From an optimization exercise on the open Yosys and OpenROAD flow, aimed at small area, a short achievable clock period and few clock cycles; shortcuts taken in it are not production practice.
In this exercise RTL edits were held to simulation tests only and were not proved equivalent to the original.
Power is estimated from default activity; no workload was simulated.

==> design/flow/design.v <==
module lep_crc16 (
    input  wire        clk,
    input  wire        rst,
    input  wire        host_req,
    input  wire        host_we,
    input  wire [11:0] host_addr,
    input  wire [31:0] host_wdata,
    output wire [31:0] host_rdata,
    output wire        host_ready,
    output wire        mem_re,
    output wire        mem_we,
    output wire [9:0]  mem_addr,
    output reg  [3:0]  mem_be,
    output wire [31:0] mem_wdata,
    input  wire [31:0] mem_rdata
);
    localparam [9:0] R_CMD        = 10'h000;
    localparam [9:0] R_STATUS     = 10'h001;
    localparam [9:0] R_CTRL       = 10'h002;
    localparam [9:0] R_SRC_ADDR   = 10'h003;
    localparam [9:0] R_SRC_LEN    = 10'h004;
    localparam [9:0] R_DST_ADDR   = 10'h005;
    localparam [9:0] R_DST_CAP    = 10'h006;
    localparam [9:0] R_OUT_LEN    = 10'h007;
    localparam [9:0] R_CRC_CFG    = 10'h008;
    localparam [9:0] R_CRC_STATE  = 10'h009;
    localparam [9:0] R_CRC_RESULT = 10'h00A;
    localparam [2:0] OP_NOP     = 3'd0;
    localparam [2:0] OP_INIT    = 3'd1;
    localparam [2:0] OP_UPDATE  = 3'd2;
    localparam [2:0] OP_BYTE    = 3'd3;
    localparam [2:0] OP_COMPUTE = 3'd4;
    localparam [2:0] OP_STORE   = 3'd5;
    localparam [2:0] OP_VERIFY  = 3'd6;
    localparam [2:0] OP_DNP3    = 3'd7;
    localparam [3:0] E_OK        = 4'd0;
    localparam [3:0] E_INV_ARG   = 4'd2;
    localparam [3:0] E_BUF_SMALL = 4'd4;
    localparam [3:0] E_NOT_SUPP  = 4'd5;
    localparam [3:0] E_CHECKSUM  = 4'd8;
    localparam [3:0] E_OOB       = 4'd10;
    function [15:0] s8_0(input [15:0] x);
        begin
            s8_0[0] = ^{x[0], x[1], x[2], x[3], x[4], x[5], x[6], x[7], x[8]};
            s8_0[1] = x[9];
            s8_0[2] = x[10];
            s8_0[3] = x[11];
            s8_0[4] = x[12];
            s8_0[5] = x[13];
            s8_0[6] = ^{x[0], x[14]};
            s8_0[7] = ^{x[0], x[1], x[15]};
            s8_0[8] = ^{x[1], x[2]};
            s8_0[9] = ^{x[2], x[3]};
            s8_0[10] = ^{x[3], x[4]};
            s8_0[11] = ^{x[4], x[5]};
            s8_0[12] = ^{x[5], x[6]};
            s8_0[13] = ^{x[6], x[7]};
            s8_0[14] = ^{x[0], x[1], x[2], x[3], x[4], x[5], x[6]};
            s8_0[15] = ^{x[0], x[1], x[2], x[3], x[4], x[5], x[6], x[7]};
        end
    endfunction
    function [15:0] s16_0(input [15:0] x);
        begin
            s16_0[0] = ^{x[0], x[1], x[3], x[4], x[5], x[6], x[7], x[8], x[9], x[10], x[11], x[12], x[13], x[14], x[15]};
            s16_0[1] = ^{x[2], x[3]};
            s16_0[2] = ^{x[3], x[4]};
            s16_0[3] = ^{x[4], x[5]};
            s16_0[4] = ^{x[5], x[6]};
            s16_0[5] = ^{x[6], x[7]};
            s16_0[6] = ^{x[7], x[8]};
            s16_0[7] = ^{x[8], x[9]};
            s16_0[8] = ^{x[9], x[10]};
            s16_0[9] = ^{x[10], x[11]};
            s16_0[10] = ^{x[11], x[12]};
            s16_0[11] = ^{x[12], x[13]};
            s16_0[12] = ^{x[0], x[13], x[14]};
            s16_0[13] = ^{x[1], x[14], x[15]};
            s16_0[14] = ^{x[1], x[2], x[3], x[4], x[5], x[6], x[7], x[8], x[9], x[10], x[11], x[12], x[13], x[14]};
            s16_0[15] = ^{x[0], x[2], x[3], x[4], x[5], x[6], x[7], x[8], x[9], x[10], x[11], x[12], x[13], x[14], x[15]};
        end
    endfunction
    function [15:0] s8_1(input [15:0] x);
        begin
            s8_1[0] = ^{x[0], x[4], x[8]};
            s8_1[1] = ^{x[1], x[5], x[9]};
            s8_1[2] = ^{x[2], x[6], x[10]};
            s8_1[3] = ^{x[0], x[3], x[7], x[11]};
            s8_1[4] = ^{x[1], x[12]};
            s8_1[5] = ^{x[2], x[13]};
            s8_1[6] = ^{x[3], x[14]};
            s8_1[7] = ^{x[0], x[4], x[15]};
            s8_1[8] = ^{x[0], x[1], x[5]};
            s8_1[9] = ^{x[1], x[2], x[6]};
            s8_1[10] = ^{x[2], x[3], x[7]};
            s8_1[11] = x[3];
            s8_1[12] = ^{x[0], x[4]};
            s8_1[13] = ^{x[1], x[5]};
            s8_1[14] = ^{x[2], x[6]};
            s8_1[15] = ^{x[3], x[7]};
        end
    endfunction
    function [15:0] s16_1(input [15:0] x);
        begin
            s16_1[0] = ^{x[4], x[5], x[8], x[12]};
            s16_1[1] = ^{x[5], x[6], x[9], x[13]};
            s16_1[2] = ^{x[6], x[7], x[10], x[14]};
            s16_1[3] = ^{x[0], x[7], x[8], x[11], x[15]};
            s16_1[4] = ^{x[0], x[1], x[4], x[5], x[9]};
            s16_1[5] = ^{x[1], x[2], x[5], x[6], x[10]};
            s16_1[6] = ^{x[0], x[2], x[3], x[6], x[7], x[11]};
            s16_1[7] = ^{x[0], x[1], x[3], x[4], x[7], x[8], x[12]};
            s16_1[8] = ^{x[0], x[1], x[2], x[4], x[5], x[8], x[9], x[13]};
            s16_1[9] = ^{x[1], x[2], x[3], x[5], x[6], x[9], x[10], x[14]};
            s16_1[10] = ^{x[2], x[3], x[4], x[6], x[7], x[10], x[11], x[15]};
            s16_1[11] = ^{x[0], x[3], x[7], x[11]};
            s16_1[12] = ^{x[0], x[1], x[4], x[8], x[12]};
            s16_1[13] = ^{x[1], x[2], x[5], x[9], x[13]};
            s16_1[14] = ^{x[2], x[3], x[6], x[10], x[14]};
            s16_1[15] = ^{x[3], x[4], x[7], x[11], x[15]};
        end
    endfunction
    function [15:0] s8_2(input [15:0] x);
        begin
            s8_2[0] = ^{x[3], x[4], x[5], x[8]};
            s8_2[1] = ^{x[0], x[4], x[5], x[6], x[9]};
            s8_2[2] = ^{x[0], x[1], x[5], x[6], x[7], x[10]};
            s8_2[3] = ^{x[0], x[1], x[2], x[3], x[4], x[5], x[6], x[7], x[11]};
            s8_2[4] = ^{x[0], x[1], x[2], x[6], x[7], x[12]};
            s8_2[5] = ^{x[1], x[2], x[4], x[5], x[7], x[13]};
            s8_2[6] = ^{x[0], x[2], x[4], x[6], x[14]};
            s8_2[7] = ^{x[1], x[3], x[5], x[7], x[15]};
            s8_2[8] = ^{x[2], x[3], x[5], x[6]};
            s8_2[9] = ^{x[0], x[3], x[4], x[6], x[7]};
            s8_2[10] = ^{x[0], x[1], x[3], x[7]};
            s8_2[11] = ^{x[1], x[2], x[3], x[5]};
            s8_2[12] = ^{x[0], x[2], x[3], x[4], x[6]};
            s8_2[13] = ^{x[0], x[1], x[3], x[4], x[5], x[7]};
            s8_2[14] = ^{x[1], x[2], x[3], x[6]};
            s8_2[15] = ^{x[2], x[3], x[4], x[7]};
        end
    endfunction
    function [15:0] s16_2(input [15:0] x);
        begin
            s16_2[0] = ^{x[1], x[5], x[6], x[7], x[11], x[12], x[13]};
            s16_2[1] = ^{x[0], x[2], x[6], x[7], x[8], x[12], x[13], x[14]};
            s16_2[2] = ^{x[0], x[1], x[3], x[7], x[8], x[9], x[13], x[14], x[15]};
            s16_2[3] = ^{x[0], x[2], x[4], x[5], x[6], x[7], x[8], x[9], x[10], x[11], x[12], x[13], x[14], x[15]};
            s16_2[4] = ^{x[3], x[8], x[9], x[10], x[14], x[15]};
            s16_2[5] = ^{x[1], x[4], x[5], x[6], x[7], x[9], x[10], x[12], x[13], x[15]};
            s16_2[6] = ^{x[0], x[1], x[2], x[8], x[10], x[12], x[14]};
            s16_2[7] = ^{x[1], x[2], x[3], x[9], x[11], x[13], x[15]};
            s16_2[8] = ^{x[0], x[1], x[2], x[3], x[4], x[5], x[6], x[7], x[10], x[11], x[13], x[14]};
            s16_2[9] = ^{x[0], x[1], x[2], x[3], x[4], x[5], x[6], x[7], x[8], x[11], x[12], x[14], x[15]};
            s16_2[10] = ^{x[2], x[3], x[4], x[8], x[9], x[11], x[15]};
            s16_2[11] = ^{x[0], x[1], x[3], x[4], x[6], x[7], x[9], x[10], x[11], x[13]};
            s16_2[12] = ^{x[1], x[2], x[4], x[5], x[7], x[8], x[10], x[11], x[12], x[14]};
            s16_2[13] = ^{x[0], x[2], x[3], x[5], x[6], x[8], x[9], x[11], x[12], x[13], x[15]};
            s16_2[14] = ^{x[3], x[4], x[5], x[9], x[10], x[11], x[14]};
            s16_2[15] = ^{x[0], x[4], x[5], x[6], x[10], x[11], x[12], x[15]};
        end
    endfunction
    localparam [15:0] RES_0 = 16'h0000;
    localparam [15:0] RES_1 = 16'hF0B8;
    localparam [15:0] RES_2 = 16'h66C5;
    function [15:0] crc_init(input [1:0] v);
        crc_init = v[1] ? 16'h0000 : 16'hFFFF;
    endfunction
    function [15:0] crc_xorout(input [1:0] v);
        crc_xorout = (v == 2'd0) ? 16'h0000 : 16'hFFFF;
    endfunction
    reg [3:0]  status_err;
    reg [1:0]  ctrl;
    reg [31:0] src_addr, src_len, dst_addr, dst_cap;
    reg [12:0] out_len;
    reg [1:0]  crc_var;
    reg [15:0] crc_c;
    wire [15:0] crc_result = crc_c ^ crc_xorout(crc_var);
    reg        s_idle;     
    reg        s_exec;     
    reg        s_run;      
    reg        o_nop, o_init, o_upd, o_byte, o_cmp, o_sto, o_ver, o_dnp, o_strm;
    reg [1:0]  evar;       
    reg        xbad;       
    reg [15:0] w_crc;      
    reg [31:0] win;        
    reg [2:0]  kw;         
    reg        wlast;      
    reg        wbfin;      
    reg        wv;         
    reg        half;       
    reg [23:0] prev;       
    reg        rv1;        
    reg        primed;     
    reg [12:0] remf;       
    reg [1:0]  blk;        
    reg [9:0]  rd_ptr;     
    reg [9:0]  wa;         
    reg [1:0]  pp;         
    reg [1:0]  st;         
    reg [23:0] ow;         
    reg        crcph;      
    reg        crcfin;     
    reg        flush;      
    reg        vph;        
    wire [9:0] reg_idx   = host_addr[11:2];
    wire       idle      = s_idle;
    wire       cmd_write = host_req && host_we && (reg_idx == R_CMD);
    reg [31:0] rd_lo;
    always @(*) begin
        case (host_addr[5:2])
            4'd1:    rd_lo = {28'd0, status_err};
            4'd2:    rd_lo = {30'd0, ctrl};
            4'd3:    rd_lo = src_addr;
            4'd4:    rd_lo = src_len;
            4'd5:    rd_lo = dst_addr;
            4'd6:    rd_lo = dst_cap;
            4'd7:    rd_lo = {19'd0, out_len};
            4'd8:    rd_lo = {30'd0, crc_var};
            4'd9:    rd_lo = {16'd0, crc_c};
            4'd10:   rd_lo = {16'd0, crc_result};
            default: rd_lo = 32'd0;
        endcase
    end
    assign host_rdata = rd_lo & {32{host_addr[11:6] == 6'd0}};
    wire [2:0] d_op     = host_wdata[2:0];
    wire       d_known  = (host_wdata[7:3] == 5'd0);
    wire       d_hasvar = (d_op == OP_INIT) || (d_op == OP_COMPUTE) || (d_op == OP_VERIFY);
    wire       d_badbit = (host_wdata[31:24] != 8'd0) || (host_wdata[15:10] != 6'd0) ||
                          ((d_op != OP_BYTE) && (host_wdata[23:16] != 8'd0)) ||
                          (!d_hasvar && (host_wdata[9:8] != 2'd0));
    wire       d_badvar = d_hasvar && (host_wdata[9:8] == 2'd3);
    wire        src_hz  = (src_addr[31:13] == 19'd0) && (src_len[31:13] == 19'd0);
    wire        dst_hz  = (dst_addr[31:13] == 19'd0) && (dst_cap[31:13] == 19'd0);
    wire [13:0] ssum    = {1'b0, src_addr[12:0]} + {1'b0, src_len[12:0]};
    wire [13:0] dsum    = {1'b0, dst_addr[12:0]} + {1'b0, dst_cap[12:0]};
    wire        src_ok  = src_hz && (ssum <= 14'd4096);
    wire        src2_ok = src_hz && (ssum <= 14'd4094);
    wire        dst_ok  = dst_hz && (dsum <= 14'd4096);
    wire        cap_lt2 = (dst_cap[31:1] == 31'd0);
    wire        empty   = (src_len == 32'd0);
    wire [12:0] dnp_m    = src_len[12:0] + {3'd0, src_len[12:4], 1'b0} +
                           {11'd0, (src_len[3:0] != 4'd0), 1'b0};
    wire        dnp_fits = (dnp_m <= dst_cap[12:0]);
    wire [3:0] d_err = !d_known ? E_NOT_SUPP : (d_badbit || d_badvar) ? E_INV_ARG : E_OK;
    reg f_src_ok, f_src2_ok, f_dst_ok, f_cap_lt2, f_empty, f_fits;
    always @(posedge clk) begin
        f_src_ok  <= src_ok;
        f_src2_ok <= src2_ok;
        f_dst_ok  <= dst_ok;
        f_cap_lt2 <= cap_lt2;
        f_empty   <= empty;
        f_fits    <= dnp_fits;
    end
    wire exec = s_exec;
    reg [3:0] rerr;
    always @(*) begin
        rerr = E_OK;
        if ((o_upd || o_cmp) && !f_src_ok) rerr = E_OOB;
        if (o_ver && !f_src2_ok) rerr = E_OOB;
        if (o_sto) rerr = !f_dst_ok ? E_OOB : f_cap_lt2 ? E_BUF_SMALL : E_OK;
        if (o_dnp) rerr = (!f_src_ok || !f_dst_ok) ? E_OOB : !f_fits ? E_BUF_SMALL : E_OK;
    end
    wire xdone = xbad || (rerr != E_OK) || o_nop || o_init || o_byte ||
                 ((o_upd || o_cmp || o_dnp) && f_empty);
    wire [1:0] lo = src_addr[1:0];
    wire k4   = (kw == 3'd4);
    wire k2   = (kw == 3'd2) || ((kw == 3'd3) && !half);
    wire hsel = half;
    wire [15:0] x0  = w_crc ^ win[15:0];
    wire [15:0] y0  = s16_0(x0);
    wire [15:0] y1  = s16_1(x0);
    wire [15:0] y2  = s16_2(x0);
    wire [15:0] z0  = s16_0(y0 ^ win[31:16]);
    wire [15:0] z1  = s16_1(y1 ^ win[31:16]);
    wire [15:0] z2  = s16_2(y2 ^ win[31:16]);
    wire [15:0] x1  = w_crc ^ {8'd0, (hsel ? win[23:16] : win[7:0])};
    wire [15:0] u0  = s8_0(x1);
    wire [15:0] u1  = s8_1(x1);
    wire [15:0] u2  = s8_2(x1);
    wire k1  = !k4 && !k2;
    wire sv0 = (evar == 2'd0);
    wire sv1 = (evar == 2'd1);
    wire sv2 = evar[1];
    wire [15:0] eng = ({16{sv0 && k4}} & z0) | ({16{sv0 && k2}} & y0) | ({16{sv0 && k1}} & u0) |
                      ({16{sv1 && k4}} & z1) | ({16{sv1 && k2}} & y1) | ({16{sv1 && k1}} & u1) |
                      ({16{sv2 && k4}} & z2) | ({16{sv2 && k2}} & y2) | ({16{sv2 && k1}} & u2);
    wire [15:0] res = evar[1] ? RES_2 : (evar[0] ? RES_1 : RES_0);
    wire cons_en  = wv && !crcph && !flush && !vph && (s_run || (s_exec && !xbad));
    wire consumed = cons_en && !((kw == 3'd3) && !half);
    wire formed   = rv1 && o_strm && !s_idle && (remf != 13'd0) && (primed || (lo == 2'd0));
    reg  [31:0] fun;
    always @(*) begin
        case (lo)
            2'd0: fun = mem_rdata;
            2'd1: fun = {mem_rdata[7:0],  prev[23:0]};
            2'd2: fun = {mem_rdata[15:0], prev[23:8]};
            default: fun = {mem_rdata[23:0], prev[23:16]};
        endcase
    end
    wire        dcons    = consumed && o_dnp;
    wire        item_now = dcons || crcph;
    wire [2:0]  ki       = crcph ? 3'd2 : kw;
    wire [31:0] item     = crcph ? {16'd0, ~w_crc} : win;
    reg  [31:0] rot;
    always @(*) begin
        case (pp)
            2'd0: rot = item;
            2'd1: rot = {item[23:0], item[31:24]};
            2'd2: rot = {item[15:0], item[31:16]};
            default: rot = {item[7:0], item[31:8]};
        endcase
    end
    wire [3:0]  psum     = {2'b00, pp} + {1'b0, ki};
    wire        wcomp    = ({2'b00, pp} + {1'b0, kw}) >= 4'd4;
    wire        complete = crcph ? pp[1] : wcomp;
    wire [31:0] merged   = {rot[31:24],
                            (pp <= 2'd2) ? rot[23:16] : ow[23:16],
                            (pp <= 2'd1) ? rot[15:8]  : ow[15:8],
                            (pp == 2'd0) ? rot[7:0]   : ow[7:0]};
    wire        wr_now   = (crcph && pp[1]) || (dcons && wcomp) || flush;
    wire        fin_item = crcph && crcfin;
    wire stall  = o_dnp && wbfin && consumed && formed;
    wire rd_now = !wr_now && !stall;
    assign mem_re    = rd_now;
    assign mem_we    = wr_now;
    assign mem_addr  = wr_now ? wa : rd_ptr;
    assign mem_wdata = merged;
    always @(*) begin
        mem_be[0] = (st == 2'd0) && (!flush || (pp != 2'd0));
        mem_be[1] = (st <= 2'd1) && (!flush || (pp >= 2'd2));
        mem_be[2] = (st <= 2'd2) && (!flush || (pp == 2'd3));
        mem_be[3] = !flush;
    end
    wire done_exec = s_exec && xdone;
    wire done_run  = s_run &&
                     ((consumed && wlast && (o_upd || o_cmp)) || vph || flush ||
                      (fin_item && (pp == 2'd2)));
    wire done      = done_exec || done_run;
    assign host_ready = (s_idle && !cmd_write) || done;
    wire src_wr = s_idle && host_req && host_we && (reg_idx == R_SRC_ADDR);
    always @(posedge clk) begin
        rv1 <= rd_now;
        if (rv1) prev <= mem_rdata[31:8];
        if (rst)
            rd_ptr <= 10'd0;
        else if (s_idle)
            rd_ptr <= cmd_write ? rd_ptr + 10'd1 : src_wr ? host_wdata[11:2] : src_addr[11:2];
        else if (done)
            rd_ptr <= src_addr[11:2];
        else if (rd_now)
            rd_ptr <= rd_ptr + 10'd1;
        if (rst) begin
            s_idle     <= 1'b1;
            s_exec     <= 1'b0;
            s_run      <= 1'b0;
            status_err <= E_OK;
            ctrl       <= 2'b11;
            src_addr   <= 32'd0;
            src_len    <= 32'd0;
            dst_addr   <= 32'd0;
            dst_cap    <= 32'd0;
            out_len    <= 13'd0;
            crc_var    <= 2'd0;
            crc_c      <= 16'hFFFF;
            crcph      <= 1'b0;
            flush      <= 1'b0;
        end else if (s_idle) begin
            if (host_req && host_we) begin
                case (reg_idx)
                    R_CTRL:      ctrl     <= host_wdata[1:0];
                    R_SRC_ADDR:  src_addr <= host_wdata;
                    R_SRC_LEN:   src_len  <= host_wdata;
                    R_DST_ADDR:  dst_addr <= host_wdata;
                    R_DST_CAP:   dst_cap  <= host_wdata;
                    R_CRC_CFG:   if (host_wdata[1:0] != 2'd3) crc_var <= host_wdata[1:0];
                    R_CRC_STATE: crc_c    <= host_wdata[15:0];
                    default: ;
                endcase
            end
            if (cmd_write) begin
                s_idle     <= 1'b0;
                s_exec     <= 1'b1;
                status_err <= d_err;
                if ((d_err == E_OK) && (d_op == OP_INIT)) begin
                    crc_var <= host_wdata[9:8];
                    crc_c   <= crc_init(host_wdata[9:8]);
                end
            end
            o_nop  <= (d_op == OP_NOP);
            o_init <= (d_op == OP_INIT);
            o_upd  <= (d_op == OP_UPDATE);
            o_byte <= (d_op == OP_BYTE);
            o_cmp  <= (d_op == OP_COMPUTE);
            o_sto  <= (d_op == OP_STORE);
            o_ver  <= (d_op == OP_VERIFY);
            o_dnp  <= (d_op == OP_DNP3);
            o_strm <= (d_op == OP_UPDATE) || (d_op == OP_COMPUTE) || (d_op == OP_VERIFY) ||
                      (d_op == OP_DNP3);
            evar   <= ((d_op == OP_UPDATE) || (d_op == OP_BYTE)) ? crc_var :
                      (d_op == OP_DNP3) ? 2'd2 : host_wdata[9:8];
            xbad   <= (d_err != E_OK);
            w_crc  <= ((d_op == OP_COMPUTE) || (d_op == OP_VERIFY)) ? crc_init(host_wdata[9:8]) :
                      (d_op == OP_DNP3) ? 16'h0000 : (d_op == OP_STORE) ? ~crc_result : crc_c;
            win[7:0] <= host_wdata[23:16];
            kw     <= 3'd1;
            wlast  <= 1'b1;
            half   <= 1'b0;
            wv     <= (d_op == OP_BYTE);
            primed <= 1'b0;
            remf   <= src_len[12:0] + ((d_op == OP_VERIFY) ? 13'd2 : 13'd0);
            blk    <= 2'd0;
            wa     <= dst_addr[11:2];
            pp     <= dst_addr[1:0];
            st     <= dst_addr[1:0];
            crcph  <= 1'b0;
            crcfin <= 1'b0;
            flush  <= 1'b0;
            vph    <= 1'b0;
        end else begin
            if (s_exec && !xbad) begin
                if (rerr != E_OK) status_err <= rerr;
                else if (f_empty) begin
                    if (o_cmp) begin
                        crc_var <= evar;
                        crc_c   <= crc_init(evar);
                    end
                    if (o_dnp) out_len <= 13'd0;
                end
            end
            if (s_exec && o_sto && !xdone) begin
                crcph  <= 1'b1;
                crcfin <= 1'b1;
            end
            if (rv1 && o_strm && !primed && (lo != 2'd0)) primed <= 1'b1;
            if (formed) begin
                win   <= fun;
                kw    <= (remf >= 13'd4) ? 3'd4 : remf[2:0];
                wlast <= (remf <= 13'd4);
                wbfin <= (blk == 2'd3) || (remf <= 13'd4);
                blk   <= blk + 2'd1;
                remf  <= (remf <= 13'd4) ? 13'd0 : remf - 13'd4;
            end
            wv <= formed || (wv && !consumed);
            if (cons_en) half <= (kw == 3'd3) && !half;
            if (cons_en || crcph) w_crc <= eng & {16{cons_en}};
            if (consumed) begin
                if (wlast && (o_upd || o_cmp || o_byte)) begin
                    crc_c      <= eng;
                    crc_var    <= evar;
                end
                if (wlast && o_ver) vph <= 1'b1;
                if (o_dnp && wbfin) begin
                    crcph  <= 1'b1;
                    crcfin <= wlast;
                end
            end
            if (item_now) begin
                pp <= psum[1:0];
                if (complete) begin
                    st <= 2'd0;
                    wa <= wa + 10'd1;
                    ow <= rot[23:0];
                end else begin
                    ow <= merged[23:0];
                end
            end
            if (crcph) begin
                crcph <= 1'b0;
                if (fin_item && (pp != 2'd2)) flush <= 1'b1;
            end
            if (flush) flush <= 1'b0;
            if ((fin_item && (pp == 2'd2)) || flush)
                out_len <= o_dnp ? dnp_m : 13'd2;
            if (vph) status_err <= (w_crc == res) ? E_OK : E_CHECKSUM;
            if (s_exec && !xdone) begin
                s_exec <= 1'b0;
                s_run  <= 1'b1;
            end
            if (done) begin
                s_idle <= 1'b1;
                s_exec <= 1'b0;
                s_run  <= 1'b0;
            end
        end
    end
endmodule
==> design/flow/run.sh <==
#!/bin/bash
# synth_recipe.tcl (not shown) runs the flow's synth.tcl, then flattens the netlist and writes it again
# the make line also repeats each setting of config.mk as NAME=value (left out here)
make -C /OpenROAD-flow-scripts/flow DESIGN_CONFIG=/design/flow/config.mk WORK_HOME=/design/flow/orfs CLKGATE_MAP_FILE= SYNTH_SCRIPT=/design/flow/synth_recipe.tcl finish
==> design/flow/config.mk <==
export PLATFORM = sky130hd
export DESIGN_NAME = lep_crc16
export DESIGN_NICKNAME = lep_crc16
export VERILOG_FILES = /design/flow/design.v
export SDC_FILE = /design/flow/constraint.sdc
export NUM_CORES = 4
export LEC_CHECK = 0
export CAP_MARGIN = 20
export CORE_MARGIN = 2
export CORE_UTILIZATION = 40
export PLACE_DENSITY = 0.6
export SETUP_SLACK_MARGIN = 3.4
export SLEW_MARGIN = 20
==> design/flow/constraint.sdc <==
create_clock -name core_clock -period 8.0 [get_ports {clk}]
set_input_delay 1.6000 -clock core_clock [delete_from_list [all_inputs] [get_ports {clk}]]
set_output_delay 1.6000 -clock core_clock [all_outputs]
set_load 0.01 [all_outputs]
==> results of run 1 <==
## metal layers
metal  vias up  GRT usage, %
met3       235         4.773
li1      10313             -
met5         -             0
met2      1121         47.44
met1     11239         39.54
met4         2         12.94
## flip-flops by register name (all words and copies together) (netlist names), 10 cells and up
name,cells
dst_addr,32
dst_cap,32
src_addr,32
src_len,32
win,32
ow,24
prev,24
crc_c,16
w_crc,16
out_len,13
remf,13
rd_ptr,10
wa,10
## per-stage QoR
| step | util [%] | power [mW] | area, µm² | hold slack, ns | instances |
|---|---|---|---|---|---|
| 3_3_place_gp | 44.18 | 5.363 | 26710 | 0.4528 | 3597 |
| 6_report | 49.34 | 7.395 | 29840 | 0.4738 | 3743 |
| 5_1_grt | 49.34 | 7.672 | 29840 | 0.4993 | 3743 |
| 4_1_cts | 48.37 | 7.320 | 29250 | 0.4669 | 3714 |
| 2_1_floorplan | - | 4.564 | 24510 | 0.4321 | 2799 |
| 3_5_place_dp | 44.19 | 5.354 | 26720 | 0.4593 | 3598 |
## cells in the final DEF (no fill, tap or decap), types with 13 or more instances in the layout
cell type | netlist | final
a211oi_1 | 42 | 41
a21oi_1 | 296 | 271
a21oi_4 | 0 | 17
a221oi_1 | 14 | 13
a222oi_1 | 15 | 15
a22oi_1 | 76 | 76
and3_1 | 23 | 21
buf_4 | 0 | 94
buf_6 | 0 | 34
clkbuf_16 | 0 | 39
clkdlybuf4s50_1 | 0 | 105
dfxtp_1 | 187 | 178
edfxtp_1 | 147 | 147
ha_1 | 65 | 63
inv_1 | 69 | 67
mux2_2 | 18 | 18
mux2i_1 | 33 | 33
mux4_2 | 34 | 34
nand2_1 | 470 | 467
nand3_1 | 65 | 63
nor2_1 | 157 | 144
nor2b_1 | 20 | 19
nor3_1 | 27 | 21
nor4_1 | 40 | 37
o21a_1 | 16 | 16
o21ai_0 | 107 | 102
o221ai_1 | 13 | 13
o22ai_1 | 42 | 42
xnor2_1 | 247 | 236
xnor2_2 | 29 | 27
xnor2_4 | 13 | 26
xnor3_1 | 14 | 14
xor2_1 | 132 | 127
## tightest hold or removal path, delay by kind of cell (launching register included)
family / cells / cell delay (ns)
flops: 1 / 0.32
compound gates: 1 / 0.05
simple gates: 1 / 0.06
## path summary, 6_finish.rpt
check / startpoint / to / slack (ns) / cells past startpoint
min: status_err[0] / status_err[0] / 0.47 / 2
min reg2reg: status_err[0] / status_err[0] / 0.47 / 2
max: host_addr[11] / host_rdata[11] / 3.13 / 8
max reg2reg: w_crc[8] / w_crc[4] / 3.44 / 12
## power by group
group | switching [mW] | internal, mW | leakage [nW] | total [mW]
Clock | 0.783 | 1.09 | 0.640 | 1.87
Combinational | 2.00 | 1.68 | 7.04 | 3.68
Sequential | 0.0430 | 1.81 | 2.94 | 1.85
## Yosys cell counts (6+ instances only)
| library cell | count | share of area (%) |
|---|---|---|
| nand2_1 | 470 | 7.2 |
| a21oi_1 | 296 | 6.1 |
| xnor2_1 | 247 | 8.8 |
| dfxtp_1 | 187 | 15 |
| nor2_1 | 157 | 2.4 |
| clkbuf_1 | 153 | 2.3 |
| edfxtp_1 | 147 | 18 |
| xor2_1 | 132 | 4.7 |
| o21ai_0 | 107 | 2.2 |
| a22oi_1 | 76 | 2.3 |
| inv_1 | 69 | 1.1 |
| ha_1 | 65 | 3.3 |
| nand3_1 | 65 | 1.3 |
| a211oi_1 | 42 | 1.3 |
| o22ai_1 | 42 | 1.1 |
| nor4_1 | 40 | 1.0 |
| mux4_2 | 34 | 3.1 |
| mux2i_1 | 33 | 1.3 |
| xnor2_2 | 29 | 1.9 |
| nor3_1 | 27 | 0.55 |
| and3_1 | 23 | 0.59 |
| nor2b_1 | 20 | 0.51 |
| a31oi_1 | 19 | 0.49 |
| buf_1 | 18 | 0.28 |
| mux2_2 | 18 | 0.83 |
| o21a_1 | 16 | 0.49 |
| a222oi_1 | 15 | 0.61 |
| nand2b_1 | 15 | 0.38 |
| a221oi_1 | 14 | 0.50 |
| xnor3_1 | 14 | 1.3 |
| o221ai_1 | 13 | 0.47 |
| xnor2_4 | 13 | 1.5 |
| a21o_1 | 12 | 0.37 |
| a221o_1 | 12 | 0.49 |
| buf_2 | 12 | 0.25 |
| nand4_1 | 11 | 0.28 |
| o31ai_1 | 11 | 0.34 |
| or4_1 | 11 | 0.34 |
| and2_1 | 10 | 0.26 |
| a21boi_0 | 8 | 0.25 |
| o21bai_1 | 8 | 0.25 |
| or3_1 | 6 | 0.15 |
## repair_timing
action	in CTS	in global routing
hold endpoints to repair	0	0
pin swaps	18	20
gates cloned	6	0
hold buffers	0	0
endpoints found under the setup margin	102	71
gates resized for setup	327	70
buffers inserted	40	29
## area by class of cell
cell class,count,area [µm²]
inverter,70,279.0
fill,5645,30630
clock buffer,53,1072
multi-input combinational,2212,16370
sequential,334,8174
timing repair inverter,1,5.005
timing repair buffer,274,2696
tap,782,978.4
clock inverter,17,260.3
## cell families (layout without fill, tap and decap cells)
logic type,count (synthesis),in the layout
muxes,85,85
AOI/OAI and AO/OA,738,738
and+or+nand+nor,874,874
xor gates and xnor gates,446,446
DFF,334,334
buffers and inverters,253,415
adders and majority gates,69,69
==> reports/metrics.csv, run 1 <==
metric,value,unit
Die Wd,251.3,µm
nets,3081,
clock sinks,334,
max-slew violations,0,
PwrDens,247.8,nW/µm²
"Arr. time, crit path",3.27,ns
I/O pins,161,
die footprint,63170,µm²
num rows,90,
Post-synth EDFFs,147,
drt drc,0,
Synth Area in XOR/XNOR,19.22,%
CP bufs+invs,4,
GRT Resource Usage Total,29.62,%
CTS tree,done,
Hold Crit Class,flop to flop,
Initial Utilization,40.46,%
Leak Pwr,10.62,nW
met3 routed WL,7461,µm
status,no timing/DRC/antenna violations,
pre-CTS setup slack,1.567,ns
initial antenna violation count,2,
Max-Cap Viols,0,
critical-path cell list,buf_6 -> or4_4 -> nor3_4 -> nand3_4 -> buf_6 -> buf_16 -> a31oi_4 -> buf_6,
largest family of logic cells by synthesized area,XOR/XNOR gates,
Final Wtd Congestion,0.9952,
Clock Tree Buf Depth,3,
core footprint,60470,µm²
slowest CP cell,or4_4,
Yosys warning count,1,
Startpoint Class,input port,
fraction of layout cells with a size suffix above 1,15.30,%
peak supply drop,0.0002989,V
Yosys cell types,75,
"Seq/Total Area, Yosys",33.34,%
Synth Register Bits,334,
met2 routed WL,44080,µm
compound-gate portion of the synthesized area,18.91,%
crit share post-route,60.91,%
CP max FO,6,
unrepaired setup endpoints after global routing,true,
IO buf count,158,
largest net degree at the start of global routing,86,
vias in the first global route,21833,
DRT antenna net count,0,
ant diodes,0,
wire per inst,25.66,µm
Fin. Hold Viols,0,
Area Overhead vs Synth,21.94,%
Final TNS setup,0,ns
clock-pin slew on the worst setup and hold paths,0.06,ns
DR vias/cell,6.121,
crit path kind,input port to output pin,
Post-synth ARST share,0,%
Top Family by Delay on Critical Path,simple AND/OR/NAND/NOR gates,
"Largest stage delay, worst path",0.54,ns
die height,251.3,µm
TritonCTS buffer count,39,
Final WS setup,3.127,ns
Worst Tran Pin Value,1.099,ns
"Avg Cell Area, Syn",8.742,µm²
initial drt markers,2711,
met1 WL,39970,µm
Synthesized Nets,2948,
Period minus WS final,4.873,ns
first-pass GRT wire length,141600,µm
cell mode on critical path,buf_6,
total number of vias,22910,
predominant post-synthesis flop cell,dfxtp_1,
Worst-Skew Late Latency,0.59,ns
CP endpoint kind,output pin,
Root Buffer,clkbuf_16,
Synth Area in Adders,3.651,%
Synth Cell Area,24470,µm²
"wirelength, routed",96060,µm
# setup viols final,0,
Synth Area in Simple Gates,15.63,%
mux cell area share after synthesis,5.308,%
DR pass1 iterations,7,
Rel. slew slack,25.61,%
H-tree depth,2,
top layer in use,met5,
Final Skew,0.02958,ns
worst endpoint required time,6.40,ns
DPL Wire Length,69850,µm
cell count after synthesis,2799,
GRT overflow,0,
maximum clock rate,205.2,MHz
Testbench counts, summed over its fixed seeds: cycles 71,064.
==> run 2, diff against run 1 <==
--- a/design/flow/design.v
+++ b/design/flow/design.v
@@ -343,5 +343,3 @@
         if (rv1) prev <= mem_rdata[31:8];
-        if (rst)
-            rd_ptr <= 10'd0;
-        else if (s_idle)
+        if (s_idle)
             rd_ptr <= cmd_write ? rd_ptr + 10'd1 : src_wr ? host_wdata[11:2] : src_addr[11:2];
--- a/design/flow/config.mk
+++ b/design/flow/config.mk
@@ -9,4 +9,5 @@
 export CORE_MARGIN = 2
-export CORE_UTILIZATION = 40
-export PLACE_DENSITY = 0.6
+export CORE_UTILIZATION = 65
+export CTS_BUF_LIST = sky130_fd_sc_hd__clkbuf_4 sky130_fd_sc_hd__clkbuf_8
+export PLACE_DENSITY = 0.8
 export SETUP_SLACK_MARGIN = 3.4
==> reports/metrics.csv, run 2 <==
metric,value,unit
clock-pin slew on the worst setup and hold paths,0.06,ns
CTS tree,done,
"Hold-fix buffers, CTS",0,
Synth Cell Area,24450,µm²
Root Buffer,clkbuf_8,
Period minus WS final,4.619,ns
H-tree depth,2,
Worst-Skew Late Latency,0.68,ns
num rows,71,
DR pass1 iterations,11,
worst endpoint required time,6.40,ns
total number of vias,24923,
IO buf count,158,
post-synth top area cell,edfxtp_1,
core footprint,37400,µm²
Area Overhead vs Synth,20.83,%
PwrDens,267.5,nW/µm²
dominant cells by area after synthesis,"edfxtp_1 19%, dfxtp_1 14%, xnor2_1 9.4%, nand2_1 7.2%, a21oi_1 6.0%",
GRT overflow,0,
Leak Pwr,10.85,nW
Fin. Hold Viols,0,
die footprint,39190,µm²
CP max FO,15,
max-slew violations,0,
cell count after synthesis,2760,
status,no timing/DRC/antenna violations,
largest net degree at the start of global routing,110,
"most common cell after layout, fill and taps aside",nand2_1,
Clock Tree Buf Depth,3,
DPL Wire Length,66300,µm
# setup viols final,0,
TritonCTS buffer count,54,
Final WS setup,3.381,ns
crit share post-route,57.73,%
I/O pins,161,
hold depth,2,
Yosys cell types,79,
Startpoint Class,input port,
"Seq/Total Area, Yosys",33.77,%
maximum clock rate,216.5,MHz
FF-to-FF path depth,13,
CP endpoint kind,output pin,
Final Wtd Congestion,1.088,
"wirelength, routed",98700,µm
fraction of layout cells with a size suffix above 1,17.90,%
Initial Utilization,65.38,%
Synthesized Nets,2909,
DRT antenna net count,0,
initial antenna violation count,1,
most instantiated cells after synthesis,"469 x nand2_1, 292 x a21oi_1, 263 x xnor2_1, 177 x dfxtp_1, 172 x nor2_1",
nets,3094,
DR vias/cell,7.121,
initial drt markers,4188,
Final TNS setup,0,ns
pre-CTS setup slack,1.441,ns
vias in the first global route,23165,
Yosys warning count,1,
predominant post-synthesis flop cell,dfxtp_1,
crit path kind,input port to output pin,
"commonest non-fill, non-tap cells in the layout","458 x nand2_1, 267 x a21oi_1, 245 x xnor2_1",
Die Wd,198.0,µm
wire per inst,28.20,µm
Worst Tran Pin Value,1.167,ns
Post-synth EDFFs,157,
Yosys top cell area share,19.28,%
Post-synth ARST share,0,%
die height,198.0,µm
Hold Crit Class,flop to flop,
GRT Resource Usage Total,48.04,%
clock sinks,334,
peak supply drop,0.0003438,V
unrepaired setup endpoints after global routing,true,
first-pass GRT wire length,140900,µm
drt drc,0,
Synth Register Bits,334,
"Arr. time, crit path",3.02,ns
Max-Cap Viols,0,
Rel. slew slack,22.23,%
"Avg Cell Area, Syn",8.860,µm²
most common cell in the netlist,nand2_1,
ant diodes,0,
Final Skew,0.03697,ns
-- run 2: cell types whose count changed in the layout (fill, tap and decap cells not counted), sizes merged, moves of 10 or more --
cell,delta
xor2,-13
nor3,+10
dfxtp,-10
clkbuf,+40
nand3,-19
and3,-10
edfxtp,+10
buf,+20
nor2,+15
and2,+10
inv,-20
-- run 2: repair_timing --
action | in CTS | in global routing
resized for setup | 359 | 92
pin swaps | 31 | 29
cloned | 4 | 3
endpoints found under the setup margin | 103 | 80
hold endpoints to repair | 0 | 0
buffers inserted | 50 | 43
-- run 2: where the power goes --
part | internal (mW) | total (mW) | switching [mW]
Combinational | 1.95 | 4.48 | 2.53
Sequential | 1.81 | 1.85 | 0.0423
Clock | 0.841 | 1.57 | 0.731
-- run 2: routing by layer --
| metal | vias to the layer above | routed length [µm] | global-route usage (%) |
|---|---|---|---|
| li1 | 10307 | - | - |
| met1 | 11529 | 32160 | 57.96 |
| met2 | 2373 | 43460 | 76.03 |
| met3 | 714 | 13520 | 11.00 |
| met4 | 0 | 9557 | 34.36 |
| met5 | - | 0 | 0 |
-- run 2: critical path, cell delays in order --
cell      delay (ns)
buf_8           0.15
nand2_4         0.12
nor3_4          0.06
buf_6           0.15
a222oi_1        0.56
a31oi_4         0.19
buf_2           0.19
-- run 2: stage by stage --
step / util, % / cell area (µm²) / hold WS [ns] / cells / power [mW]
2_1_floorplan: - / 24470 / 0.4316 / 2760 / 5.024
3_3_place_gp: 70.36 / 26310 / 0.4527 / 3299 / 5.922
3_5_place_dp: 70.36 / 26310 / 0.4552 / 3299 / 5.980
4_1_cts: 76.62 / 28650 / 0.4635 / 3453 / 7.646
5_1_grt: 79.00 / 29550 / 0.4933 / 3500 / 8.126
6_report: 79.00 / 29550 / 0.4682 / 3500 / 7.905
-- run 2: cell type report --
class                      instances  area [µm²]
sequential                       334        8280
clock inverter                    11       57.56
timing repair buffer             296        2788
timing repair inverter             1       5.005
tap                              511       639.4
multi-input combinational       2203       16460
fill                            2302        7853
inverter                          55       251.5
clock buffer                      89        1069
-- run 2: logic make-up (layout without fill, tap and decap cells) --
logic type	after synthesis	count (layout)	synth area share (%)
DFF	334	334	33.77
muxes	84	84	5.255
xor gates and xnor gates	452	452	19.74
adders and majority gates	69	69	3.653
AOI/OAI and AO/OA	723	723	18.29
buffers and inverters	226	452	3.832
and+or+nand+nor	872	875	15.46
-- run 2: worst paths after layout --
path	from	end	slack, ns
worst min-delay path	status_err[0]	status_err[0]	0.47
worst max register to register	win[3]	w_crc[12]	3.44
worst max-delay path	host_addr[3]	host_rdata[10]	3.38
worst min register to register	status_err[0]	status_err[0]	0.47
Testbench counts of run 2, summed over its fixed seeds: cycles 71,064.
==> run 3, diff against run 2 <==
--- a/design/flow/config.mk
+++ b/design/flow/config.mk
@@ -9,6 +9,6 @@
 export CORE_MARGIN = 2
-export CORE_UTILIZATION = 65
+export CORE_UTILIZATION = 55
 export CTS_BUF_LIST = sky130_fd_sc_hd__clkbuf_4 sky130_fd_sc_hd__clkbuf_8
-export PLACE_DENSITY = 0.8
-export SETUP_SLACK_MARGIN = 3.4
+export PLACE_DENSITY = 0.7
+export SETUP_SLACK_MARGIN = 3.6
 export SLEW_MARGIN = 20
==> reports/metrics.csv, run 3 <==
metric,value,unit
hold depth,2,
IO buf count,158,
slowest CP cell,nor4_4,
die footprint,46160,µm²
Leak Pwr,11.42,nW
Final WS setup,3.354,ns
DPL Wire Length,69140,µm
TritonCTS buffer count,56,
Area Overhead vs Synth,25.90,%
wire per inst,26.92,µm
worst endpoint required time,6.40,ns
CP Launch Point,host_addr[10],
"Avg Cell Area, Syn",8.860,µm²
core footprint,44030,µm²
num rows,77,
Hold Crit Class,flop to flop,
most common cell in the netlist,nand2_1,
Hold WS,0.4724,ns
max-slew violations,0,
# setup viols final,0,
Die Wd,214.9,µm
CP endpoint,host_rdata[17],
final std cells w/o fill,3653,
"most common cell after layout, fill and taps aside",nand2_1,
unrepaired setup endpoints after global routing,true,
FF-to-FF path depth,12,
Post-DP Area,26440,µm²
dominant cells by area after synthesis,"edfxtp_1 19%, dfxtp_1 14%, xnor2_1 9.4%, nand2_1 7.2%, a21oi_1 6.0%",
"Hold-fix buffers, CTS",0,
"Seq/Total Area, Yosys",33.77,%
status,no timing/DRC/antenna violations,
Yosys cell types,79,
Clock Tree Buf Depth,3,
CP bufs+invs,4,
placed instance count,3374,
Yosys top cell area share,19.28,%
die height,214.9,µm
Period minus WS final,4.646,ns
initial antenna violation count,4,
H-tree depth,2,
crit share post-route,58.08,%
CP endpoint kind,output pin,
Max-Cap Viols,0,
pre-CTS setup slack,1.381,ns
Final Skew,0.05518,ns
Synth Cell Area,24450,µm²
drt drc,0,
total number of vias,24067,
# fillers,3326,
fraction of layout cells with a size suffix above 1,21.14,%
Post-synth ARST share,0,%
first-pass GRT wire length,144600,µm
vias in the first global route,22970,
Root Buffer,clkbuf_8,
"wirelength, routed",98350,µm
Worst-Skew Late Latency,0.70,ns
peak supply drop,0.0004493,V
cell mode on critical path,buf_6,
DR pass1 iterations,8,
Fin. Hold Viols,0,
Post-synth EDFFs,157,
reg2reg end,w_crc[14],
most instantiated cells after synthesis,"469 x nand2_1, 292 x a21oi_1, 263 x xnor2_1, 177 x dfxtp_1, 172 x nor2_1",
predominant post-synthesis flop cell,dfxtp_1,
Yosys warning count,1,
clock-pin slew on the worst setup and hold paths,0.06,ns
initial drt markers,3146,
Top Family by Delay on Critical Path,buffers and inverters,
DRT antenna net count,0,
"Largest stage delay, worst path",0.26,ns
GRT overflow,0,
CP max FO,8,
Startpoint Class,input port,
Final TNS setup,0,ns
Rel. slew slack,20.13,%
worst reg2reg path startpoint,w_crc[0],
critical-path cell list,buf_6 -> nor4_4 -> nand2_2 -> a21oi_4 -> nand2_4 -> buf_6 -> buf_16 -> a21oi_1 -> buf_2,
Initial Utilization,55.54,%
reg2reg setup slack,3.66,ns
nets,3163,
WP depth,9,
Final Wtd Congestion,1.061,
clock sinks,334,
PwrDens,264.7,nW/µm²
GRT Resource Usage Total,41.28,%
I/O pins,161,
crit path kind,input port to output pin,
cell count after synthesis,2760,
DR vias/cell,6.588,
final instance area,30790,µm²
"Arr. time, crit path",3.05,ns
post-synth top area cell,edfxtp_1,
"commonest non-fill, non-tap cells in the layout","455 x nand2_1, 258 x a21oi_1, 241 x xnor2_1",
maximum clock rate,215.2,MHz
Synthesized Nets,2909,
CTS tree,done,
largest net degree at the start of global routing,84,
Synth Register Bits,334,
Worst Tran Pin Value,1.187,ns
==> run 3: final cells by class <==
cell class | instances | area (µm²) | share of cell area (%)
diodes | 1 | 2.502 | 0.008128
clock buffers | 90 | 1120 | 3.637
clock inverters | 14 | 143.9 | 0.4674
inverters | 55 | 254.0 | 0.8250
multi-input cells | 2202 | 16640 | 54.04
flip-flops and latches | 334 | 8280 | 26.90
well taps | 592 | 740.7 | 2.406
repair buffers | 363 | 3595 | 11.68
repair inverters | 2 | 13.76 | 0.04471
==> run 3: stage by stage <==
step                total power, mW  utilization, %
floorplan                     5.026               -
global placement              6.074           60.04
detailed placement            6.057           60.04
CTS                           7.952           67.85
global route                  8.407           69.92
finish                        8.150           69.92
==> run 3: cells by family (layout without fill, tap and decap cells) <==
family | after synthesis | count (layout) | share of synthesized area (%)
other | 0 | 1 | 0
AND/OR/NAND/NOR | 872 | 873 | 15.46
multiplexers | 84 | 84 | 5.255
buffers and inverters | 226 | 524 | 3.832
adder cells (fa/ha/maj) | 69 | 69 | 3.653
AO/OA/AOI/OAI | 723 | 724 | 18.29
XOR/XNOR | 452 | 452 | 19.74
flip-flops | 334 | 334 | 33.77
==> run 3: worst min path at each step <==
stage                      start           end
finish               src_len[21]   src_len[21]
detailed placement   src_len[28]   src_len[28]
global placement     src_len[29]   src_len[29]
global route        src_addr[19]  src_addr[19]
floorplan             out_len[1]    out_len[1]
CTS                  src_len[28]   src_len[28]
==> run 3: worst min-delay path: cells and delay by family (launching register included) <==
family / cells / cell delay, ns
DFF: 1 / 0.32
and+or+nand+nor: 1 / 0.06
AOI/OAI and AO/OA: 1 / 0.05
==> run 3: what timing repair did <==
action,in CTS,in global routing
gates resized for setup,459,83
setup buffers,111,50
pin swaps,51,33
gates cloned,10,1
setup endpoints to repair,113,97
==> run 3: layer usage <==
metal	part of all wire, %	global-route usage, %	vias up
li1	-	-	10439
met1	36	50.45	11440
met2	46	67.92	1726
met3	10	7.573	458
met4	7.9	25.12	4
met5	0.019	0	-
==> run 3: report_power, final <==
group | total (mW) | switching, mW | internal [mW]
combinational | 4.58 | 2.57 | 2.01
clock | 1.72 | 0.761 | 0.958
sequential | 1.85 | 0.0353 | 1.81
total | 8.15 | 3.37 | 4.78
==> run 4, diff against run 3 <==
--- a/design/flow/config.mk
+++ b/design/flow/config.mk
@@ -12,3 +12,3 @@
 export PLACE_DENSITY = 0.7
-export SETUP_SLACK_MARGIN = 3.6
+export SETUP_SLACK_MARGIN = 3.3
 export SLEW_MARGIN = 20
==> reports/metrics.csv, run 4 <==
metric,value,unit
maximum clock rate,210.4,MHz
crit path kind,flop to output pin,
core footprint,44030,µm²
Synthesized Nets,2909,
FF-to-FF path depth,12,
"commonest non-fill, non-tap cells in the layout","459 x nand2_1, 268 x a21oi_1, 253 x xnor2_1",
"Seq/Total Area, Yosys",33.77,%
Yosys cell types,79,
reg2reg setup slack,3.34,ns
worst endpoint required time,6.40,ns
DR pass1 iterations,8,
Post-synth EDFFs,157,
cell count after synthesis,2760,
Max-Cap Viols,0,
# setup viols final,0,
Startpoint Class,flop,
final instance area,29400,µm²
I/O pins,161,
peak supply drop,0.0003131,V
Fin. Hold Viols,0,
ant diodes,0,
Tot Pwr,7.904,mW
most common cell in the netlist,nand2_1,
Leak Pwr,10.81,nW
post-synth top area cell,edfxtp_1,
NetSw,3.196,mW
nets,3070,
DPL Wire Length,68450,µm
area of the multi-input gates,16300,µm²
Initial Utilization,55.54,%
GRT Resource Usage Total,39.80,%
most instantiated cells after synthesis,"469 x nand2_1, 292 x a21oi_1, 263 x xnor2_1, 177 x dfxtp_1, 172 x nor2_1",
GRT overflow,0,
switching share of power,40.43,%
vias in the first global route,22149,
unrepaired setup endpoints after global routing,true,
IO buf count,158,
H-tree depth,2,
initial drt markers,2922,
Post-DP Area,26410,µm²
die footprint,46160,µm²
"Arr. time, crit path",3.15,ns
"wirelength, routed",94520,µm
Worst Tran Pin Value,1.076,ns
DRT antenna net count,0,
crit share post-route,59.40,%
Synth Cell Area,24450,µm²
Sequential Power Share,23.5,%
TritonCTS buffer count,55,
die height,214.9,µm
DR vias/cell,6.590,
reg2reg end,w_crc[12],
first-pass GRT wire length,140000,µm
CP endpoint kind,output pin,
combinational share of power,54.2,%
CP max FO,5,
Final Wtd Congestion,1.031,
fraction of layout cells with a size suffix above 1,16.45,%
hold worst-path end,src_len[27],
Period minus WS final,4.752,ns
Final WS setup,3.248,ns
Post-synth ARST share,0,%
Worst-Skew Late Latency,0.72,ns
Synth Register Bits,334,
num rows,77,
drt drc,0,
Yosys top cell area share,19.28,%
Rel. slew slack,28.02,%
# fillers,3625,
Area Overhead vs Synth,20.24,%
Final TNS setup,0,ns
pre-CTS setup slack,1.350,ns
Hold Crit Class,flop to flop,
clock sinks,334,
PwrDens,268.8,nW/µm²
Final Skew,0.07963,ns
initial antenna violation count,0,
wire per inst,26.56,µm
dominant cells by area after synthesis,"edfxtp_1 19%, dfxtp_1 14%, xnor2_1 9.4%, nand2_1 7.2%, a21oi_1 6.0%",
status,no timing/DRC/antenna violations,
CTS tree,done,
hold_sp,src_len[27],
clock-pin slew on the worst setup and hold paths,0.07,ns
"Avg Cell Area, Syn",8.860,µm²
worst reg2reg path startpoint,w_crc[3],
largest net degree at the start of global routing,89,
predominant post-synthesis flop cell,dfxtp_1,
Die Wd,214.9,µm
clock share of power,22.2,%
Yosys warning count,1,
"Hold-fix buffers, CTS",0,
Clock Tree Buf Depth,3,
total number of vias,23455,
max-slew violations,0,
Cell Int Power,4.708,mW
"most common cell after layout, fill and taps aside",nand2_1,
Seq. cell area,8270,µm²
hold depth,2,
Root Buffer,clkbuf_8,
==> run 4: changes by cell type in the layout (fill, tap and decap cells not counted), moves of 8 or more <==
cell,change
a21oi_1,+10
a21oi_2,-15
buf_12,-15
buf_4,-75
buf_6,-21
clkdlybuf4s50_1,+9
mux2_2,+9
mux2_4,-9
xnor2_1,+12
xnor2_2,-8
==> run 4: timing repair <==
action | CTS | global route
setup buffers | 44 | 23
pin swaps | 25 | 20
setup endpoints to repair | 98 | 61
gates resized for setup | 307 | 79
cloned | 6 | 2
==> run 4: final cells by class <==
| class | count | area share (%) |
|---|---|---|
| multi-input cells | 2204 | 55.45 |
| flip-flops and latches | 334 | 28.13 |
| repair buffers | 270 | 8.668 |
| clock buffers | 91 | 3.791 |
| well taps | 592 | 2.519 |
| inverters | 55 | 0.8085 |
| clock inverters | 12 | 0.6213 |
| repair inverters | 1 | 0.01702 |
==> run 4: metal layers <==
layer  vias up  track usage, %  wire length, µm
met3       361           5.676             8946
met5         -               0                0
met2      1577           64.22            43080
met1     11260           50.60            35480
li1      10257               -                -
met4         0           24.65             7007
==> run 4: power groups by stage <==
stage                     sequential [mW]  clock (mW)  combinational [mW]
final                                1.86        1.76                4.29
after global routing                 1.86        1.83                4.50
after CTS                            1.86        1.76                4.16
after detailed placement             1.90           0                4.04
after global placement               1.89           0                4.04
after floorplan                      1.87           0                3.16
==> run 4: cell families (layout without fill, tap and decap cells) <==
| family | count (synthesis) | in the layout | synth area share, % |
|---|---|---|---|
| buffers and inverters | 226 | 429 | 3.832 |
| AO/OA/AOI/OAI | 723 | 724 | 18.29 |
| adder cells (fa/ha/maj) | 69 | 69 | 3.653 |
| XOR/XNOR | 452 | 452 | 19.74 |
| AND/OR/NAND/NOR | 872 | 875 | 15.46 |
| multiplexers | 84 | 84 | 5.255 |
| flip-flops | 334 | 334 | 33.77 |
==> run 4: critical path, cell delays in order (launching register included) <==
cell	delay, ns
edfxtp_1	0.63
o21ai_0	0.67
a21oi_1	0.18
and2_1	0.20
a21oi_1	0.17
clkdlybuf4s50_1	0.58
==> run 4: through the flow <==
step | std cells | util [%] | hold WS (ns)
after detailed placement | 3380 | 59.99 | 0.4595
after floorplan | 2760 | - | 0.4316
after global routing | 3559 | 66.78 | 0.4869
final | 3559 | 66.78 | 0.4727
after global placement | 3379 | 59.96 | 0.4525
after CTS | 3533 | 65.47 | 0.4709
==> run 4: worst max-delay path by stage <==
stage                  from              to  slack (ns)
2_1_floorplan  host_addr[4]  host_rdata[21]        3.31
3_3_place_gp   host_addr[2]  host_rdata[12]        1.32
3_5_place_dp   host_addr[2]  host_rdata[12]        1.35
4_1_cts               crcph     mem_addr[2]        3.12
5_1_grt          src_len[0]          f_fits        3.27
6_report           w_crc[0]   mem_wdata[16]        3.25
==> run 5, diff against run 4 <==
--- a/design/flow/config.mk
+++ b/design/flow/config.mk
@@ -12,3 +12,3 @@
 export PLACE_DENSITY = 0.7
-export SETUP_SLACK_MARGIN = 3.3
+export SETUP_SLACK_MARGIN = 3.4
 export SLEW_MARGIN = 20
==> reports/metrics.csv, run 5 <==
metric,value,unit
status,no timing/DRC/antenna violations,
CP Launch Point,host_addr[2],
"Largest stage delay, worst path",0.63,ns
GRT Resource Usage Total,39.44,%
Yosys top cell area share,19.28,%
Max-Cap Viols,0,
H-tree depth,2,
predominant post-synthesis flop cell,dfxtp_1,
unrepaired setup endpoints after global routing,true,
Worst-Skew Late Latency,0.67,ns
Final Wtd Congestion,0.9952,
combinational share of power,56.1,%
Tot Pwr,7.827,mW
most instantiated cells after synthesis,"469 x nand2_1, 292 x a21oi_1, 263 x xnor2_1, 177 x dfxtp_1, 172 x nor2_1",
"most common cell after layout, fill and taps aside",nand2_1,
WP depth,7,
PwrDens,263.5,nW/µm²
Synth Cell Area,24450,µm²
clock sinks,334,
worst endpoint required time,6.40,ns
Initial Utilization,55.54,%
Top Family by Delay on Critical Path,compound AO/OA/AOI/OAI gates,
maximum clock rate,214.0,MHz
peak supply drop,0.0003460,V
initial antenna violation count,1,
"Hold-fix buffers, CTS",0,
# setup viols final,0,
slowest CP cell,a222oi_1,
Post-synth EDFFs,157,
clock share of power,20.1,%
NetSw,3.236,mW
first-pass GRT wire length,138100,µm
CP endpoint kind,output pin,
Synth Register Bits,334,
most common cell in the netlist,nand2_1,
crit path kind,input port to output pin,
GRT overflow,0,
Rel. slew slack,31.90,%
Cell Int Power,4.591,mW
Yosys warning count,1,
Synthesized Nets,2909,
post-synth top area cell,edfxtp_1,
total number of vias,23526,
Hold Crit Class,flop to flop,
FF-to-FF path depth,19,
Yosys cell types,79,
critical-path cell list,buf_16 -> nand2_8 -> nor3_4 -> buf_12 -> a222oi_1 -> a31oi_4 -> buf_6,
I/O pins,161,
Root Buffer,clkbuf_8,
CTS tree,done,
fraction of layout cells with a size suffix above 1,17.57,%
crit share post-route,58.40,%
"Arr. time, crit path",3.07,ns
worst reg2reg path startpoint,src_len[0],
num rows,77,
largest net degree at the start of global routing,93,
reg2reg setup slack,3.40,ns
Area Overhead vs Synth,21.47,%
"wirelength, routed",95270,µm
dominant cells by area after synthesis,"edfxtp_1 19%, dfxtp_1 14%, xnor2_1 9.4%, nand2_1 7.2%, a21oi_1 6.0%",
DR pass1 iterations,8,
Die Wd,214.9,µm
Worst Tran Pin Value,1.018,ns
Leak Pwr,10.93,nW
reg2reg end,f_fits,
cell count after synthesis,2760,
DR vias/cell,6.559,
die height,214.9,µm
"Avg Cell Area, Syn",8.860,µm²
core footprint,44030,µm²
"Seq/Total Area, Yosys",33.77,%
"commonest non-fill, non-tap cells in the layout","458 x nand2_1, 269 x a21oi_1, 249 x xnor2_1",
max-slew violations,0,
vias in the first global route,22009,
DPL Wire Length,68430,µm
Final TNS setup,0,ns
IO buf count,158,
CP endpoint,host_rdata[2],
CP bufs+invs,3,
Final Skew,0.01404,ns
Clock Tree Buf Depth,3,
Sequential Power Share,23.8,%
nets,3098,
Fin. Hold Viols,0,
wire per inst,26.56,µm
TritonCTS buffer count,54,
Post-synth ARST share,0,%
initial drt markers,3588,
clock-pin slew on the worst setup and hold paths,0.06,ns
die footprint,46160,µm²
Startpoint Class,input port,
CP max FO,6,
switching share of power,41.34,%
Period minus WS final,4.672,ns
DRT antenna net count,0,
drt drc,0,
-- run 5: area by class of cell --
| type | instances | area [µm²] |
|---|---|---|
| Antenna cell | 1 | 2.502 |
| Clock buffer | 76 | 945.9 |
| Clock inverter | 25 | 195.2 |
| Fill cell | 3547 | 14330 |
| Inverter | 55 | 261.5 |
| Multi-Input combinational cell | 2203 | 16380 |
| Sequential cell | 334 | 8275 |
| Tap cell | 592 | 740.7 |
| Timing Repair Buffer | 299 | 2893 |
| Timing Repair inverter | 2 | 13.76 |
-- run 5: worst reg2reg max path: cells and delay by family (launching register included) --
kind            cells  cell delay, ns
simple gates        6            1.42
compound gates      8            1.19
fa+ha+maj           4            1.38
xor+xnor            1            0.14
flops               1            0.39
-- run 5: per-stage QoR --
stage	setup slack, ns	hold slack (ns)	cells	utilization [%]	cell area (µm²)
2_1_floorplan	3.392	0.4316	2760	-	24470
3_3_place_gp	1.265	0.4549	3374	59.88	26370
3_5_place_dp	1.226	0.4624	3374	59.90	26370
4_1_cts	3.257	0.4735	3533	65.42	28800
5_1_grt	3.219	0.4926	3587	67.46	29700
6_report	3.328	0.4767	3587	67.46	29700
-- run 5: worst min path at each step --
stage	startpoint	endpoint	slack (ns)	cells after the start
5_1_grt	dst_addr[29]	dst_addr[29]	0.49	2
3_5_place_dp	status_err[0]	status_err[0]	0.46	2
3_3_place_gp	src_len[29]	src_len[29]	0.45	2
6_report	dst_addr[20]	dst_addr[20]	0.48	2
4_1_cts	src_len[22]	src_len[22]	0.47	2
2_1_floorplan	out_len[1]	out_len[1]	0.43	2
-- run 5: kinds of logic (layout without fill, tap and decap cells) --
group,count (synthesis),count (layout),synth area share (%)
multiplexers,84,84,5.255
AND/OR/NAND/NOR,872,874,15.46
adder cells (fa/ha/maj),69,69,3.653
buffers and inverters,226,457,3.832
other,0,1,0
AO/OA/AOI/OAI,723,724,18.29
XOR/XNOR,452,452,19.74
flip-flops,334,334,33.77
-- run 5: what timing repair did --
item / CTS / global route
pin swaps: 27 / 39
setup endpoints to repair: 105 / 68
gates cloned: 6 / 6
gates resized for setup: 303 / 125
setup buffers: 52 / 46
-- run 5: power by group through the flow --
stage | logic, mW | clock network (mW) | registers (mW)
4_1_cts | 4.17 | 1.57 | 1.86
3_5_place_dp | 4.08 | 0 | 1.89
5_1_grt | 4.58 | 1.65 | 1.86
2_1_floorplan | 3.16 | 0 | 1.87
6_report | 4.39 | 1.57 | 1.86
3_3_place_gp | 4.08 | 0 | 1.89
-- run 5: metal layers --
layer / up-vias / track usage, % / wire length, µm
met5: - / 0 / 0
met2: 1571 / 63.80 / 43330
met3: 408 / 6.921 / 9293
met1: 11239 / 48.85 / 35130
li1: 10308 / - / -
met4: 0 / 25.25 / 7518
==> run 6, diff against run 5 <==
--- a/design/flow/config.mk
+++ b/design/flow/config.mk
@@ -10,3 +10,3 @@
 export CORE_UTILIZATION = 55
-export CTS_BUF_LIST = sky130_fd_sc_hd__clkbuf_4 sky130_fd_sc_hd__clkbuf_8
+export CTS_BUF_LIST = sky130_fd_sc_hd__clkbuf_8
 export PLACE_DENSITY = 0.7
==> reports/metrics.csv, run 6 <==
metric,value,unit
num rows,77,
most common cell in the netlist,nand2_1,
drt drc,0,
"Arr. time, crit path",5.04,ns
Root Buffer,clkbuf_8,
DRT antenna net count,0,
Synth Register Bits,334,
nets,3094,
IO buf count,158,
Startpoint Class,flop,
worst endpoint required time,8.38,ns
DR vias/cell,6.538,
Fin. Hold Viols,0,
first-pass GRT wire length,138200,µm
fraction of layout cells with a size suffix above 1,16.99,%
Cell Int Power,4.521,mW
Yosys cell types,79,
final instance area,29600,µm²
Die Wd,214.9,µm
Sequential Power Share,24.0,%
Area Overhead vs Synth,21.06,%
Period minus WS final,4.660,ns
dominant cells by area after synthesis,"edfxtp_1 19%, dfxtp_1 14%, xnor2_1 9.4%, nand2_1 7.2%, a21oi_1 6.0%",
predominant post-synthesis flop cell,dfxtp_1,
Max-Cap Viols,0,
Final WS setup,3.340,ns
CTS tree,done,
initial antenna violation count,2,
clock-pin slew on the worst setup and hold paths,0.06,ns
core footprint,44030,µm²
vias in the first global route,22052,
Worst-Skew Late Latency,0.67,ns
"most common cell after layout, fill and taps aside",nand2_1,
NetSw,3.233,mW
Clock Tree Buf Depth,3,
CP endpoint kind,flop,
wire per inst,26.33,µm
Rel. slew slack,26.17,%
Worst Tran Pin Value,1.103,ns
TritonCTS buffer count,54,
"Hold-fix buffers, CTS",0,
DPL Wire Length,68430,µm
Post-DP Area,26370,µm²
switching share of power,41.69,%
# setup viols final,0,
total number of vias,23425,
max-slew violations,0,
initial drt markers,3179,
DR pass1 iterations,8,
Final Skew,0.02078,ns
Tot Pwr,7.754,mW
Synthesized Nets,2909,
CP max FO,6,
Initial Utilization,55.54,%
clock share of power,19.3,%
Final Wtd Congestion,0.9952,
Hold WS,0.4766,ns
I/O pins,161,
H-tree depth,2,
GRT Resource Usage Total,39.42,%
GRT overflow,0,
crit share post-route,58.25,%
Post-synth ARST share,0,%
Hold Crit Class,flop to flop,
Synth Cell Area,24450,µm²
clock sinks,334,
crit path kind,flop to flop,
die footprint,46160,µm²
"Seq/Total Area, Yosys",33.77,%
"Avg Cell Area, Syn",8.860,µm²
Final TNS setup,0,ns
"commonest non-fill, non-tap cells in the layout","458 x nand2_1, 268 x a21oi_1, 248 x xnor2_1",
Yosys top cell area share,19.28,%
Leak Pwr,10.92,nW
post-synth top area cell,edfxtp_1,
maximum clock rate,214.6,MHz
status,no timing/DRC/antenna violations,
peak supply drop,0.0003740,V
unrepaired setup endpoints after global routing,true,
pre-CTS setup slack,1.226,ns
Yosys warning count,1,
most instantiated cells after synthesis,"469 x nand2_1, 292 x a21oi_1, 263 x xnor2_1, 177 x dfxtp_1, 172 x nor2_1",
"wirelength, routed",94350,µm
Post-synth EDFFs,157,
cell count after synthesis,2760,
combinational share of power,56.7,%
PwrDens,261.9,nW/µm²
largest net degree at the start of global routing,93,
die height,214.9,µm
[run 6: cell counts after synthesis]
No cell type changed its count.
[run 6: worst paths after layout]
| path | start | end | slack [ns] | depth (start not counted) |
|---|---|---|---|---|
| worst min-delay path | dst_addr[20] | dst_addr[20] | 0.48 | 2 |
| worst min register to register | dst_addr[20] | dst_addr[20] | 0.48 | 2 |
| worst max register to register | w_crc[8] | w_crc[7] | 3.34 | 11 |
| worst max-delay path | w_crc[8] | w_crc[7] | 3.34 | 11 |
[run 6: cells by family (layout without fill, tap and decap cells)]
logic type               after synthesis  count (layout)  synth area share [%]
AND/OR/NAND/NOR                      872             874                 15.46
AO/OA/AOI/OAI                        723             724                 18.29
adder cells (fa/ha/maj)               69              69                 3.653
flip-flops                           334             334                 33.77
XOR/XNOR                             452             452                 19.74
buffers and inverters                226             453                 3.832
other                                  0               1                     0
multiplexers                          84              84                 5.255
[run 6: timing repair]
item / 4_1_cts / 5_1_grt
setup endpoints to repair: 105 / 68
pin swaps: 27 / 38
buffers inserted: 52 / 43
gates cloned: 6 / 5
resized for setup: 303 / 123
[run 6: metal layers]
metal | track usage, % | wire [µm]
met4 | 25.76 | 7380
met3 | 7.049 | 9079
met2 | 63.29 | 42920
met1 | 48.92 | 34950
met5 | 0 | 12
[run 6: cell type report]
class,count,area [µm²]
repair buffers,295,2843
flip-flops and latches,334,8275
fillers,3559,14430
multi-input cells,2203,16390
inverters,55,261.5
diodes,1,2.502
well taps,592,740.7
clock buffers,60,825.8
clock inverters,41,255.2
repair inverters,2,13.76
[run 6: stage by stage]
step           utilization, %  instances
2_1_floorplan               -       2760
3_3_place_gp            59.88       3374
3_5_place_dp            59.90       3374
4_1_cts                 65.28       3533
5_1_grt                 67.24       3583
6_report                67.24       3583
[run 6: power groups by stage]
stage | registers (mW) | logic (mW) | clock network, mW
2_1_floorplan | 1.87 | 3.16 | 0
3_3_place_gp | 1.89 | 4.08 | 0
3_5_place_dp | 1.89 | 4.08 | 0
4_1_cts | 1.86 | 4.17 | 1.50
5_1_grt | 1.86 | 4.61 | 1.58
6_report | 1.86 | 4.40 | 1.50
[run 6: critical path: stages (launching register included)]
cell	delay, ns
edfxtp_1	0.73
xnor2_4	0.25
xnor2_2	0.51
xor2_1	0.16
xnor2_1	0.55
xnor3_1	0.50
xnor2_1	0.21
nor2_1	0.10
a2111oi_1	0.63
o21ai_0	0.28
a21oi_1	0.31
o22ai_1	0.13

separate check: timing with driven ports:
The results above use ideal ports. As a check the final layouts listed here were re-extracted and re-timed, cells and wires unchanged. Step 1 sets driving cells, clkbuf_16 on the clock port and buf_2 on the other inputs (assumed; they add their load-dependent delay and slew). Step 2 moves the port delays by t, midway between the first and last clock arrival at a register: inputs arrive t later, outputs are due t later. That takes back most of the time a late clock gives input paths. Slacks: ideal ports / drivers / drivers and shift; pairs: ideal ports / drivers.
| run | shift t [ns] | setup WS [ns] | worst setup path after step 2 | worst register clock-pin slew, ns | pins driven straight from the clock port |
|---|---|---|---|---|---|
| run 1 | 0.635 | 3.127 / 3.096 / 3.026 | input to register | 0.07 / 0.07 | 1 |
| run 2 | 0.712 | 3.381 / 3.328 / 2.724 | input to register | 0.07 / 0.07 | 1 |
| run 3 | 0.732 | 3.354 / 3.323 / 3.117 | input to register | 0.08 / 0.08 | 1 |
| run 4 | 0.738 | 3.248 / 3.191 / 2.870 | input to register | 0.07 / 0.07 | 1 |
| run 5 | 0.717 | 3.328 / 3.268 / 2.865 | input to register | 0.07 / 0.07 | 1 |
| run 6 | 0.716 | 3.340 / 3.286 / 2.850 | input to register | 0.07 / 0.07 | 1 |
After both steps every run listed still meets setup and hold. For run 2, which loses most, drivers alone change the setup slack by -0.053 ns; drivers and shift together by -0.657 ns.
